Background: an optimization exercise with open tools, aiming at small area, a short achievable clock period and few clock cycles per item. Do not read the settings as production practice. Where RTL was checked, it was by simulation tests only, not by an equivalence proof against the original. Power is estimated from default activity; no workload was simulated.

// link_parser
module link_parser #(
    parameter CTR_W = 32
) (
    input  wire             clk,
    input  wire             rst,           
    input  wire             in_valid,
    input  wire [7:0]       in_data,
    output wire             in_ready,
    output wire             out_valid,
    input  wire             out_ready,
    output wire [7:0]       out_data,
    output wire             out_last,
    output reg  [CTR_W-1:0] err_framing,
    output reg  [CTR_W-1:0] err_length,
    output reg  [CTR_W-1:0] err_crc
);
clock: 9.0 ns
lec_check: 0
cap_margin: 20
core_margin: 2
core_utilization: 40
cts_cluster_diameter: 100
cts_cluster_size: 25
place_density: 0.6
setup_slack_margin: 5
slew_margin: 20
standard.sh (not shown) runs the stock make flow with config.mk's settings and CLKGATE_MAP_FILE= SYNTH_SCRIPT=/design/flow/synth_recipe.tcl, a recipe that flattens the netlist after the stock synthesis.
==> flow/flow/run.sh <==
#!/bin/bash
set -euo pipefail
bash standard.sh SETUP_SLACK_MARGIN=6 finish > flow_make.log 2>&1
The starting point passed the timing, DRC and antenna checks.
Testbench counts at the start, summed over its fixed seeds: cycles 16,576, bytes 15,426.
Edit:
--- a/flow/design.v
+++ b/flow/design.v
@@ -106,48 +106,41 @@
         if (rst) begin
             err_framing <= {CTR_W{1'b0}};
             err_length  <= {CTR_W{1'b0}};
             err_crc     <= {CTR_W{1'b0}};
         end else begin
             if (ev_fram) err_framing <= err_framing + 1'b1;
             if (ev_len)  err_length  <= err_length + 1'b1;
             if (ev_crc)  err_crc     <= err_crc + 1'b1;
         end
     end
-    localparam integer R = 248;
+    localparam integer R = 256;
     localparam integer D = 8;     
     reg  [7:0]     T;
     reg  [7:0]     lpos;           
     reg  [8*R-1:0] ring;           
-    wire [7:0] vq = R - 1 - T;     
-    function [7:0] addm(input [7:0] a, input [7:0] b, input c);
-        reg [8:0] t;
-        begin
-            t = {1'b0, a} + {1'b0, b} + c;
-            addm = (t >= R) ? t - R : t[7:0];
-        end
-    endfunction
+    wire [7:0] vq = ~T;            
     reg        ractive;            
     reg  [7:0] rtap;               
     reg  [1:0] rs;                 
     reg  [7:0] rrem;               
     reg        room;               
     reg        in_att;             
     reg  [7:0] s_cur;              
     reg        cpend;              
     reg  [7:0] qm [0:D-1];
     reg  [3:0] qh, qt;
     reg  [4:0] qn;
     reg  [8:0] wb0, wb1;
     reg  [1:0] wbn;
     wire       live    = ractive || in_att || (qn != 5'd0);
-    wire       vq_busy = live && (rtap == R - 1 || lpos > rtap);
+    wire       vq_busy = live && (rtap == 8'hFF || lpos > rtap);
     wire       next_ok = lpos == 8'd0;           
     wire       p_st  = wr_en && !abort;
     wire       c_v   = (wbn != 2'd0) || p_st;
     wire [8:0] c     = (wbn != 2'd0) ? wb0 : {stage == S_HDR1, ir_d};
     wire       wr    = c_v && !vq_busy && (c[8] || next_ok);
     wire       pop_w = wr && (wbn != 2'd0);
     wire       psh_w = p_st && !(wr && wbn == 2'd0);
     wire [1:0] wbn_nx = abort ? 2'd0 : wbn + psh_w - pop_w;
     wire       t_start = wr && c[8];             
     wire       push_q  = cpend && wbn == 2'd0;   
@@ -165,50 +158,50 @@
     wire      p_last = p_len ? (p_d == 8'd0) : p_l;
     wire pop = o0_v && out_ready;
     wire mv  = p_v && !(o1_v && !pop);       
     wire [1:0] t_now = {1'b0, p_v} + {1'b0, o0_v} + {1'b0, o1_v};
     wire [1:0] t_nx  = t_now + cap - pop;
     wire [7:0] qhead = qm[qh];
     wire       jump  = (!ractive || over) && qn != 5'd0;
     reg  [7:0] rtap_nx;
     always @(*) begin
         if (ractive && !over)
-            rtap_nx = cap ? rtap : addm(rtap, 8'd0, 1'b1);
+            rtap_nx = cap ? rtap : rtap + 1'b1;
         else if (qn != 5'd0)
-            rtap_nx = addm(qhead, T, 1'b1);
+            rtap_nx = qhead + T + 1'b1;
         else if (in_att)
-            rtap_nx = addm(s_cur, T, 1'b1);
+            rtap_nx = s_cur + T + 1'b1;
         else
-            rtap_nx = t_start ? 8'd0 : addm(lpos, 8'd0, 1'b1);
+            rtap_nx = t_start ? 8'd0 : lpos + 1'b1;
     end
     integer i;
     always @(posedge clk) begin
         if (rst) begin
             T       <= 8'd0;
             ractive <= 1'b0;
             lpos    <= 8'd0;
-            rtap    <= R - 1;
+            rtap    <= 8'hFF;
             rs      <= 2'd0;
             room    <= 1'b0;
             in_att  <= 1'b0;
             cpend   <= 1'b0;
             wbn     <= 2'd0;
             qh      <= 4'd0;
             qt      <= 4'd0;
             qn      <= 5'd0;
             in_rdy  <= 1'b0;
             p_v     <= 1'b0;
             o0_v    <= 1'b0;
             o1_v    <= 1'b0;
         end else begin
-            T      <= (T == R - 1) ? 8'd0 : T + 1'b1;
-            lpos   <= wr ? 8'd0 : addm(lpos, 8'd0, 1'b1);
+            T      <= T + 1'b1;
+            lpos   <= wr ? 8'd0 : lpos + 1'b1;
             in_rdy <= wbn_nx == 2'd0 && qn + cpend <= D - 1;
             room   <= t_nx != 2'd3;
             wbn    <= wbn_nx;
             cpend  <= cpend_nx;
             if (t_start) begin
                 in_att <= 1'b1;
                 s_cur  <= vq;
             end else if (push_q || abort) begin
                 in_att <= 1'b0;
             end
What happened:
- The changed run went through all stages and came out clean
- clock-buffer cell count went up by 6
- die area came out higher by 2.1%
- routed wire length climbs by 23%
- global-route usage grows by 3.0 points
- fmax goes up by 11%
- via count came out higher by 9.5%
- critical path depth came out lower by 2
- setup slack improves by 0.34 ns
Testbench counts after the change, summed over its fixed seeds: cycles 16,576, bytes 15,426.

---

Another version of the RTL of link_parser (not shown whole).
For scale: roughly 4,500 cells after synthesis, ~2,200 flip-flops.
==> module link_parser, before the edit <==
module link_parser #(
    parameter CTR_W = 32
) (
    input  wire             clk,
    input  wire             rst,           
    input  wire             in_valid,
    input  wire [7:0]       in_data,
    output wire             in_ready,
    output wire             out_valid,
    input  wire             out_ready,
    output wire [7:0]       out_data,
    output wire             out_last,
    output reg  [CTR_W-1:0] err_framing,
    output reg  [CTR_W-1:0] err_length,
    output reg  [CTR_W-1:0] err_crc
);
    localparam [7:0] START   = 8'hAA;
    localparam [7:0] VERSION = 8'h01;
    localparam [7:0] STOP    = 8'h55;
    localparam [7:0] MAX_LEN = 8'd240;
    localparam integer N = 245;
    localparam [2:0] S_WAIT     = 3'd0,
                     S_HDR0     = 3'd1,
                     S_HDR1     = 3'd2,
                     S_HDR2     = 3'd3,
                     S_HDR3     = 3'd4,
                     S_PAYLOAD  = 3'd5,
                     S_CHECKSUM = 3'd6,
                     S_END      = 3'd7;
    reg       in_rdy;
    reg       ir_v;
    reg [7:0] ir_d;
    assign in_ready = in_rdy;
    always @(posedge clk) begin
        ir_d <= in_data;
        if (rst) ir_v <= 1'b0;
        else     ir_v <= in_valid && in_rdy;
    end
    reg [2:0] stage;
    reg [7:0] crc;
    reg [7:0] rem;                 
    reg [7:0] crc_next;
    integer k;
    always @(*) begin
        crc_next = ((stage == S_HDR0) ? 8'h00 : crc) ^ ir_d;
        for (k = 0; k < 8; k = k + 1)
            crc_next = crc_next[7] ? ((crc_next << 1) ^ 8'h31) : (crc_next << 1);
    end
    wire p_wait = ir_v && stage == S_WAIT;
    wire p_hdr0 = ir_v && stage == S_HDR0;
    wire p_hdr3 = ir_v && stage == S_HDR3;
    wire p_pay  = ir_v && stage == S_PAYLOAD;
    wire p_chk  = ir_v && stage == S_CHECKSUM;
    wire p_end  = ir_v && stage == S_END;
    wire len_bad = ir_d > MAX_LEN;
    wire crc_ok  = ir_d == crc;
    wire stop_ok = ir_d == STOP;
    wire wr_en  = ir_v && (stage == S_HDR1 || stage == S_HDR2 ||
                           stage == S_HDR3 || stage == S_PAYLOAD);
    wire commit = p_end && stop_ok;
    wire abort  = (p_hdr3 && len_bad) || (p_chk && !crc_ok) || (p_end && !stop_ok);
    reg ev_fram, ev_len, ev_crc;
    always @(posedge clk) begin
        if (rst) begin
            stage   <= S_WAIT;
            ev_fram <= 1'b0;
            ev_len  <= 1'b0;
            ev_crc  <= 1'b0;
        end else begin
            ev_len  <= p_hdr3 && len_bad;
            ev_crc  <= p_chk && !crc_ok;
            ev_fram <= p_end && !stop_ok;
            if (ir_v) begin
                case (stage)
                    S_WAIT:     if (ir_d == START) stage <= S_HDR0;
                    S_HDR0:     stage <= (ir_d == VERSION) ? S_HDR1 : S_WAIT;
                    S_HDR1:     stage <= S_HDR2;
                    S_HDR2:     stage <= S_HDR3;
                    S_HDR3:     stage <= len_bad ? S_WAIT :
                                         (ir_d == 8'd0) ? S_CHECKSUM : S_PAYLOAD;
                    S_PAYLOAD:  if (rem == 8'd1) stage <= S_CHECKSUM;
                    S_CHECKSUM: stage <= crc_ok ? S_END : S_WAIT;
                    default:    stage <= S_WAIT;
                endcase
            end
        end
    end
    always @(posedge clk) begin
        if (ir_v && stage != S_CHECKSUM && stage != S_END && stage != S_WAIT)
            crc <= crc_next;
        if (p_hdr3)
            rem <= ir_d;
        else if (p_pay)
            rem <= rem - 1'b1;
    end
    always @(posedge clk) begin
        if (rst) begin
            err_framing <= {CTR_W{1'b0}};
            err_length  <= {CTR_W{1'b0}};
            err_crc     <= {CTR_W{1'b0}};
        end else begin
            if (ev_fram) err_framing <= err_framing + 1'b1;
            if (ev_len)  err_length  <= err_length + 1'b1;
            if (ev_crc)  err_crc     <= err_crc + 1'b1;
        end
    end
    reg [7:0] wp, cp, rp;
    reg [7:0] cnt;                 
    reg [7:0] cc;                  
    reg       rd;                  
    reg [7:0] mem [0:N-1];
    always @(posedge clk)
        if (wr_en)
            mem[wp] <= ir_d;
    wire [7:0] wp_inc = (wp == N - 1) ? 8'd0 : wp + 1'b1;
    wire [7:0] rp_inc = (rp == N - 1) ? 8'd0 : rp + 1'b1;
    reg       p_v, o0_v, o1_v;
    reg [7:0] p_d, o0_d, o1_d;
    reg       o0_l, o1_l;
    reg [1:0] rs;                  
    reg [7:0] rrem;
    wire      p_last = (rs == 2'd2 && p_d == 8'd0) || (rs == 2'd3 && rrem == 8'd1);
    wire pop = o0_v && out_ready;
    wire mv  = p_v && !(o1_v && !pop);       
    wire [7:0] cnt_nx = abort  ? cc - rd : cnt + wr_en - rd;
    wire [7:0] cc_nx  = commit ? cnt - rd : cc - rd;
    wire [1:0] t_now  = {1'b0, p_v} + {1'b0, o0_v} + {1'b0, o1_v};
    wire [1:0] t_nx   = t_now + rd - pop;
    wire       rd_nx  = (cc_nx != 8'd0) && (t_nx != 2'd3);
    always @(posedge clk) begin
        if (rst) begin
            wp     <= 8'd0;
            cp     <= 8'd0;
            rp     <= 8'd0;
            cnt    <= 8'd0;
            cc     <= 8'd0;
            rd     <= 1'b0;
            in_rdy <= 1'b0;
            rs     <= 2'd0;
            p_v    <= 1'b0;
            o0_v   <= 1'b0;
            o1_v   <= 1'b0;
        end else begin
            cnt    <= cnt_nx;
            cc     <= cc_nx;
            rd     <= rd_nx;
            in_rdy <= cnt_nx <= N - 2;
            if (abort)      wp <= cp;
            else if (wr_en) wp <= wp_inc;
            if (commit)     cp <= wp;
            if (rd)         rp <= rp_inc;
            if (rd)         p_v <= 1'b1;
            else if (mv)    p_v <= 1'b0;
            if (mv) begin
                case (rs)
                    2'd0: rs <= 2'd1;
                    2'd1: rs <= 2'd2;
                    2'd2: rs <= (p_d == 8'd0) ? 2'd0 : 2'd3;
                    default: if (rrem == 8'd1) rs <= 2'd0;
                endcase
            end
            if (pop) begin
                o0_v <= o1_v || mv;
                o1_v <= o1_v && mv;
            end else if (mv) begin
                if (o0_v) o1_v <= 1'b1;
                else      o0_v <= 1'b1;
            end
        end
        if (rd)
            p_d <= mem[rp];
        if (mv) begin
            if (rs == 2'd2) rrem <= p_d;
            else            rrem <= rrem - 1'b1;
        end
        if (pop) begin
            if (o1_v) begin
                o0_d <= o1_d; o0_l <= o1_l;
                o1_d <= p_d;  o1_l <= p_last;
            end else begin
                o0_d <= p_d;  o0_l <= p_last;
            end
        end else if (mv) begin
            if (o0_v) begin o1_d <= p_d; o1_l <= p_last; end
            else      begin o0_d <= p_d; o0_l <= p_last; end
        end
    end
    assign out_valid = o0_v;
    assign out_data  = o0_d;
    assign out_last  = o0_l;
endmodule
make LEC_CHECK=0 CAP_MARGIN=20 CORE_MARGIN=2 CORE_UTILIZATION=40 PLACE_DENSITY=0.6 SETUP_SLACK_MARGIN=5 SLEW_MARGIN=20 finish   # period 9.0 ns
run.sh (not shown) runs the stock make flow with config.mk's settings and CLKGATE_MAP_FILE= SYNTH_SCRIPT=/design/flow/synth_recipe.tcl, a recipe that flattens the netlist after the stock synthesis.
Stock flow here: none of the scripts above is used.
Testbench counts at the start, summed over its fixed seeds: cycles 16,396, bytes 15,426.
Then changed:
--- a/flow/design.v
+++ b/flow/design.v
@@ -53,18 +53,19 @@
     wire p_chk  = ir_v && stage == S_CHECKSUM;
     wire p_end  = ir_v && stage == S_END;
     wire len_bad = ir_d > MAX_LEN;
     wire crc_ok  = ir_d == crc;
     wire stop_ok = ir_d == STOP;
-    wire wr_en  = ir_v && (stage == S_HDR1 || stage == S_HDR2 ||
-                           stage == S_HDR3 || stage == S_PAYLOAD);
+    reg  st_store;
+    wire wr_en  = ir_v && st_store;
     wire commit = p_end && stop_ok;
     wire abort  = (p_hdr3 && len_bad) || (p_chk && !crc_ok) || (p_end && !stop_ok);
     reg ev_fram, ev_len, ev_crc;
     always @(posedge clk) begin
         if (rst) begin
             stage   <= S_WAIT;
+            st_store <= 1'b0;
             ev_fram <= 1'b0;
             ev_len  <= 1'b0;
             ev_crc  <= 1'b0;
         end else begin
             ev_len  <= p_hdr3 && len_bad;
@@ -80,10 +81,18 @@
                                          (ir_d == 8'd0) ? S_CHECKSUM : S_PAYLOAD;
                     S_PAYLOAD:  if (rem == 8'd1) stage <= S_CHECKSUM;
                     S_CHECKSUM: stage <= crc_ok ? S_END : S_WAIT;
                     default:    stage <= S_WAIT;
                 endcase
+                case (stage)
+                    S_HDR0:     st_store <= (ir_d == VERSION);
+                    S_HDR1:     st_store <= 1'b1;
+                    S_HDR2:     st_store <= 1'b1;
+                    S_HDR3:     st_store <= !len_bad && (ir_d != 8'd0);
+                    S_PAYLOAD:  st_store <= (rem != 8'd1);
+                    default:    st_store <= 1'b0;
+                endcase
             end
         end
     end
     always @(posedge clk) begin
         if (ir_v && stage != S_CHECKSUM && stage != S_END && stage != S_WAIT)
@@ -121,10 +130,11 @@
     reg [7:0] rrem;
     wire      p_last = (rs == 2'd2 && p_d == 8'd0) || (rs == 2'd3 && rrem == 8'd1);
     wire pop = o0_v && out_ready;
     wire mv  = p_v && !(o1_v && !pop);       
     wire [7:0] cnt_nx = abort  ? cc - rd : cnt + wr_en - rd;
+    wire [7:0] cnt_wr = cnt + wr_en - rd;
     wire [7:0] cc_nx  = commit ? cnt - rd : cc - rd;
     wire [1:0] t_now  = {1'b0, p_v} + {1'b0, o0_v} + {1'b0, o1_v};
     wire [1:0] t_nx   = t_now + rd - pop;
     wire       rd_nx  = (cc_nx != 8'd0) && (t_nx != 2'd3);
     always @(posedge clk) begin
@@ -142,11 +152,11 @@
             o1_v   <= 1'b0;
         end else begin
             cnt    <= cnt_nx;
             cc     <= cc_nx;
             rd     <= rd_nx;
-            in_rdy <= cnt_nx <= N - 2;
+            in_rdy <= cnt_wr <= N - 2;   
             if (abort)      wp <= cp;
             else if (wr_en) wp <= wp_inc;
             if (commit)     cp <= wp;
             if (rd)         rp <= rp_inc;
             if (rd)         p_v <= 1'b1;
Result: Sequential power barely changes. Synthesized cell count goes up slightly. Sequential share of layout area goes up by 0.41 points. Die area barely changes. Area after synthesis stays flat. Worst hold slack is better by 0.027 ns. Non-clock buffer count climbs by 7. Routed wire length is lower by a few percent.
For the second run of this note, only the layout was checked, not whether the RTL still works.

---

The RTL this note starts from:
==> flow/design.v <==
module link_parser #(
    parameter CTR_W = 32
) (
    input  wire             clk,
    input  wire             rst,           
    input  wire             in_valid,
    input  wire [7:0]       in_data,
    output wire             in_ready,
    output wire             out_valid,
    input  wire             out_ready,
    output wire [7:0]       out_data,
    output wire             out_last,
    output reg  [CTR_W-1:0] err_framing,
    output reg  [CTR_W-1:0] err_length,
    output reg  [CTR_W-1:0] err_crc
);
    localparam [7:0] START   = 8'hAA;
    localparam [7:0] VERSION = 8'h01;
    localparam [7:0] STOP    = 8'h55;
    localparam [7:0] MAX_LEN = 8'd240;
    localparam integer N = 245;
    localparam [2:0] S_WAIT     = 3'd0,
                     S_HDR0     = 3'd1,
                     S_HDR1     = 3'd2,
                     S_HDR2     = 3'd3,
                     S_HDR3     = 3'd4,
                     S_PAYLOAD  = 3'd5,
                     S_CHECKSUM = 3'd6,
                     S_END      = 3'd7;
    reg       in_rdy;
    reg       ir_v;
    reg [7:0] ir_d;
    assign in_ready = in_rdy;
    always @(posedge clk) begin
        ir_d <= in_data;
        if (rst) ir_v <= 1'b0;
        else     ir_v <= in_valid && in_rdy;
    end
    reg [2:0] stage;
    reg [7:0] crc;
    reg [7:0] rem;                 
    reg [7:0] crc_next;
    integer k;
    always @(*) begin
        crc_next = ((stage == S_HDR0) ? 8'h00 : crc) ^ ir_d;
        for (k = 0; k < 8; k = k + 1)
            crc_next = crc_next[7] ? ((crc_next << 1) ^ 8'h31) : (crc_next << 1);
    end
    wire p_wait = ir_v && stage == S_WAIT;
    wire p_hdr0 = ir_v && stage == S_HDR0;
    wire p_hdr3 = ir_v && stage == S_HDR3;
    wire p_pay  = ir_v && stage == S_PAYLOAD;
    wire p_chk  = ir_v && stage == S_CHECKSUM;
    wire p_end  = ir_v && stage == S_END;
    wire len_bad = ir_d > MAX_LEN;
    wire crc_ok  = ir_d == crc;
    wire stop_ok = ir_d == STOP;
    reg  st_store;
    wire wr_en  = ir_v && st_store;
    wire commit = p_end && stop_ok;
    wire abort  = (p_hdr3 && len_bad) || (p_chk && !crc_ok) || (p_end && !stop_ok);
    reg ev_fram, ev_len, ev_crc;
    always @(posedge clk) begin
        if (rst) begin
            stage   <= S_WAIT;
            st_store <= 1'b0;
            ev_fram <= 1'b0;
            ev_len  <= 1'b0;
            ev_crc  <= 1'b0;
        end else begin
            ev_len  <= p_hdr3 && len_bad;
            ev_crc  <= p_chk && !crc_ok;
            ev_fram <= p_end && !stop_ok;
            if (ir_v) begin
                case (stage)
                    S_WAIT:     if (ir_d == START) stage <= S_HDR0;
                    S_HDR0:     stage <= (ir_d == VERSION) ? S_HDR1 : S_WAIT;
                    S_HDR1:     stage <= S_HDR2;
                    S_HDR2:     stage <= S_HDR3;
                    S_HDR3:     stage <= len_bad ? S_WAIT :
                                         (ir_d == 8'd0) ? S_CHECKSUM : S_PAYLOAD;
                    S_PAYLOAD:  if (rem == 8'd1) stage <= S_CHECKSUM;
                    S_CHECKSUM: stage <= crc_ok ? S_END : S_WAIT;
                    default:    stage <= S_WAIT;
                endcase
                case (stage)
                    S_HDR0:     st_store <= (ir_d == VERSION);
                    S_HDR1:     st_store <= 1'b1;
                    S_HDR2:     st_store <= 1'b1;
                    S_HDR3:     st_store <= !len_bad && (ir_d != 8'd0);
                    S_PAYLOAD:  st_store <= (rem != 8'd1);
                    default:    st_store <= 1'b0;
                endcase
            end
        end
    end
    always @(posedge clk) begin
        if (ir_v && stage != S_CHECKSUM && stage != S_END && stage != S_WAIT)
            crc <= crc_next;
        if (p_hdr3)
            rem <= ir_d;
        else if (p_pay)
            rem <= rem - 1'b1;
    end
    always @(posedge clk) begin
        if (rst) begin
            err_framing <= {CTR_W{1'b0}};
            err_length  <= {CTR_W{1'b0}};
            err_crc     <= {CTR_W{1'b0}};
        end else begin
            if (ev_fram) err_framing <= err_framing + 1'b1;
            if (ev_len)  err_length  <= err_length + 1'b1;
            if (ev_crc)  err_crc     <= err_crc + 1'b1;
        end
    end
    localparam integer R = 248;
    localparam integer D = 8;     
    reg  [7:0]     T;
    reg  [7:0]     lpos;           
    reg  [8*R-1:0] ring;           
    wire [7:0] vq = R - 1 - T;     
    function [7:0] addm(input [7:0] a, input [7:0] b, input c);
        reg [8:0] t;
        begin
            t = {1'b0, a} + {1'b0, b} + c;
            addm = (t >= R) ? t - R : t[7:0];
        end
    endfunction
    reg        ractive;            
    reg  [7:0] rtap;               
    reg  [1:0] rs;                 
    reg  [7:0] rlen;               
    reg  [7:0] rcnt;               
    reg        room;               
    reg        in_att;             
    reg  [7:0] s_cur;              
    reg        cpend;              
    reg  [7:0] qhead;
    reg  [7:0] qm [0:D-2];
    reg  [3:0] qh, qt;
    reg  [4:0] qn;
    reg  [8:0] wb0, wb1;
    reg  [1:0] wbn;
    wire       live    = ractive || in_att || (qn != 5'd0);
    wire       vq_busy = live && (rtap == R - 1 || lpos > rtap);
    wire       next_ok = lpos == 8'd0;           
    wire       p_st  = wr_en && !abort;
    wire       c_v   = (wbn != 2'd0) || p_st;
    wire [8:0] c     = (wbn != 2'd0) ? wb0 : {stage == S_HDR1, ir_d};
    wire       wr    = c_v && !vq_busy && (c[8] || next_ok);
    wire       pop_w = wr && (wbn != 2'd0);
    wire       psh_w = p_st && !(wr && wbn == 2'd0);
    wire [1:0] wbn_nx = abort ? 2'd0 : wbn + psh_w - pop_w;
    wire       t_start = wr && c[8];             
    wire       push_q  = cpend && wbn == 2'd0;   
    wire       cpend_nx = commit || (cpend && !push_q);
    wire [7:0] tail = ring[8*R-1 -: 8];
    wire [7:0] inj  = wr ? c[7:0] : tail;
    always @(posedge clk)
        ring <= {ring[8*R-9:0], inj};
    wire [R/2-1:0] tsel = {{(R/2-1){1'b0}}, 1'b1} << rtap[7:1];
    reg  [7:0]     slot;
    integer k2;
    always @(*) begin
        slot = 8'h00;
        for (k2 = 0; k2 < R/2; k2 = k2 + 1)
            slot = slot | (ring[16*k2 +: 8] & {8{tsel[k2]}});
    end
    wire       over = ractive && rs == 2'd3 && rcnt == rlen;
    wire       cap  = ractive && !over && room && !rtap[0];   
    reg       p_v, o0_v, o1_v;
    reg [7:0] p_d, o0_d, o1_d;
    reg       p_len, p_l, o0_l, o1_l;
    wire      p_last = p_len ? (p_d == 8'd0) : p_l;
    wire pop = o0_v && out_ready;
    wire mv  = p_v && !(o1_v && !pop);       
    wire [1:0] t_now = {1'b0, p_v} + {1'b0, o0_v} + {1'b0, o1_v};
    wire [1:0] t_nx  = t_now + cap - pop;
    wire       q_to_head = push_q && (qn == 5'd0 || (qn == 5'd1 && jump));
    wire       jump  = (!ractive || over) && qn != 5'd0;
    reg  [7:0] rtap_nx;
    always @(*) begin
        if (ractive && !over)
            rtap_nx = cap ? rtap : addm(rtap, 8'd0, 1'b1);
        else if (qn != 5'd0)
            rtap_nx = addm(qhead, T, 1'b1);
        else if (in_att)
            rtap_nx = addm(s_cur, T, 1'b1);
        else
            rtap_nx = t_start ? 8'd0 : addm(lpos, 8'd0, 1'b1);
    end
    integer i;
    always @(posedge clk) begin
        if (rst) begin
            T       <= 8'd0;
            ractive <= 1'b0;
            lpos    <= 8'd0;
            rtap    <= R - 1;
            rs      <= 2'd0;
            room    <= 1'b0;
            in_att  <= 1'b0;
            cpend   <= 1'b0;
            wbn     <= 2'd0;
            qh      <= 4'd0;
            qt      <= 4'd0;
            qn      <= 5'd0;
            in_rdy  <= 1'b0;
            p_v     <= 1'b0;
            o0_v    <= 1'b0;
            o1_v    <= 1'b0;
        end else begin
            T      <= (T == R - 1) ? 8'd0 : T + 1'b1;
            lpos   <= wr ? 8'd0 : addm(lpos, 8'd0, 1'b1);
            in_rdy <= wbn_nx == 2'd0 && qn + cpend <= D - 1;
            room   <= t_nx != 2'd3;
            wbn    <= wbn_nx;
            cpend  <= cpend_nx;
            if (t_start) begin
                in_att <= 1'b1;
                s_cur  <= vq;
            end else if (push_q || abort) begin
                in_att <= 1'b0;
            end
            if (push_q && !q_to_head)
                qt <= (qt == D - 2) ? 4'd0 : qt + 1'b1;
            if (jump && qn != 5'd1)
                qh <= (qh == D - 2) ? 4'd0 : qh + 1'b1;
            qn <= qn + push_q - jump;
            rtap <= rtap_nx;
            if (jump) begin
                ractive <= 1'b1;
                rs      <= 2'd0;
            end else if (over) begin
                ractive <= 1'b0;
            end else if (cap) begin
                case (rs)
                    2'd0: rs <= 2'd1;
                    2'd1: rs <= 2'd2;
                    2'd2: rs <= 2'd3;
                    default: ;
                endcase
            end
            if (cap)     p_v <= 1'b1;
            else if (mv) p_v <= 1'b0;
            if (pop) begin
                o0_v <= o1_v || mv;
                o1_v <= o1_v && mv;
            end else if (mv) begin
                if (o0_v) o1_v <= 1'b1;
                else      o0_v <= 1'b1;
            end
        end
        if (push_q && !q_to_head)
            qm[qt] <= s_cur;
        if (q_to_head)
            qhead <= s_cur;
        else if (jump)
            qhead <= qm[qh];
        if (pop_w) wb0 <= (wbn == 2'd2) ? wb1 : {stage == S_HDR1, ir_d};
        else if (psh_w && wbn == 2'd0) wb0 <= {stage == S_HDR1, ir_d};
        if (psh_w && (wbn - pop_w) == 2'd1) wb1 <= {stage == S_HDR1, ir_d};
        if (cap) begin
            if (rs == 2'd2) rlen <= slot;
            rcnt <= (rs == 2'd2) ? 8'd0 : rcnt + 1'b1;
            p_d   <= slot;
            p_len <= rs == 2'd2;
            p_l   <= rs == 2'd3 && rcnt + 1'b1 == rlen;
        end
        if (pop) begin
            if (o1_v) begin
                o0_d <= o1_d; o0_l <= o1_l;
                o1_d <= p_d;  o1_l <= p_last;
            end else begin
                o0_d <= p_d;  o0_l <= p_last;
            end
        end else if (mv) begin
            if (o0_v) begin o1_d <= p_d; o1_l <= p_last; end
            else      begin o0_d <= p_d; o0_l <= p_last; end
        end
    end
    assign out_valid = o0_v;
    assign out_data  = o0_d;
    assign out_last  = o0_l;
endmodule
==> flow/config.mk <==
export PLATFORM = sky130hd
export DESIGN_NAME = link_parser
export DESIGN_NICKNAME = link_parser
export VERILOG_FILES = /design/flow/design.v
export SDC_FILE = /design/flow/constraint.sdc
export NUM_CORES = 4
export LEC_CHECK = 0
export CAP_MARGIN = 20
export CORE_MARGIN = 2
export CORE_UTILIZATION = 42
export CTS_CLUSTER_DIAMETER = 100
export CTS_CLUSTER_SIZE = 25
export PLACE_DENSITY = 0.6
export SETUP_SLACK_MARGIN = 5
export SLEW_MARGIN = 20
==> flow/constraint.sdc <==
create_clock -name core_clock -period 9.0 [get_ports {clk}]
set_input_delay 1.8000 -clock core_clock [delete_from_list [all_inputs] [get_ports {clk}]]
set_output_delay 1.8000 -clock core_clock [all_outputs]
set_load 0.01 [all_outputs]
standard.sh (not shown) runs the stock make flow with config.mk's settings and CLKGATE_MAP_FILE= SYNTH_SCRIPT=/design/flow/synth_recipe.tcl, a recipe that flattens the netlist after the stock synthesis.
Scripts as last shown in full above: flow/flow/run.sh
Testbench counts at the start, summed over its fixed seeds: cycles 16,654, bytes 15,426.
Rerun with:
--- a/flow/design.v
+++ b/flow/design.v
@@ -156,18 +156,11 @@
     wire       cpend_nx = commit || (cpend && !push_q);
     wire [7:0] tail = ring[8*R-1 -: 8];
     wire [7:0] inj  = wr ? c[7:0] : tail;
     always @(posedge clk)
         ring <= {ring[8*R-9:0], inj};
-    wire [R/2-1:0] tsel = {{(R/2-1){1'b0}}, 1'b1} << rtap[7:1];
-    reg  [7:0]     slot;
-    integer k2;
-    always @(*) begin
-        slot = 8'h00;
-        for (k2 = 0; k2 < R/2; k2 = k2 + 1)
-            slot = slot | (ring[16*k2 +: 8] & {8{tsel[k2]}});
-    end
+    wire [7:0] slot = ring[8*{rtap[7:1], 1'b0} +: 8];
     wire       over = ractive && rs == 2'd3 && rcnt == rlen;
     wire       cap  = ractive && !over && room && !rtap[0];   
     reg       p_v, o0_v, o1_v;
     reg [7:0] p_d, o0_d, o1_d;
     reg       p_len, p_l, o0_l, o1_l;
=> Total power is lower by a few percent; setup slack gets better by 0.13 ns; synthesized area goes up slightly; non-clock buffer count goes down by 190; clock skew went down by 0.019 ns; global-route usage went down by 8.5 points; via count falls by a quarter to a third; die area increases slightly; combinational power went down by a quarter to a third; maximum frequency goes up by a few percent; clock-buffer cell count decreases by 1; sequential power is about the same; design area is lower by a few percent.
Testbench counts after the change, summed over its fixed seeds: cycles 16,654, bytes 15,426.

[what the ideal ports hide]
The results above use ideal ports. As a check the final layouts listed here were re-extracted and re-timed, cells and wires unchanged. Step 1 (the two cells are an assumption about what drives the block):
set clk [get_ports {clk}]
set_driving_cell -lib_cell sky130_fd_sc_hd__clkbuf_16 $clk
set_driving_cell -lib_cell sky130_fd_sc_hd__buf_2 [delete_from_list [all_inputs] $clk]
Step 2 moves the port delays by t, midway between the first and last clock arrival at a register: inputs arrive t later, outputs are due t later. That takes back most of the time a late clock gives input paths. a / b / c = ideal / step 1 / step 2; a / b = the first two.
run	t, ns	setup WS [ns]	clock arrival spread, ns
the first run of note 1	0.824	5.457 / 5.457 / 5.433	0.088 / 0.087
the second run of note 1	0.840	5.800 / 5.795 / 5.324	0.084 / 0.084
the first run of note 2	0.954	4.932 / 4.932 / 4.808	0.059 / 0.058
the second run of note 2	0.930	4.960 / 4.960 / 4.858	0.059 / 0.060
the first run of note 3	0.846	5.798 / 5.798 / 5.301	0.067 / 0.067
the second run of note 3	0.797	5.929 / 5.859 / 5.376	0.060 / 0.060
After both steps every run listed still meets setup and hold. For the second run of note 3, which loses most, drivers alone change the setup slack by -0.070 ns; drivers and shift together by -0.553 ns.
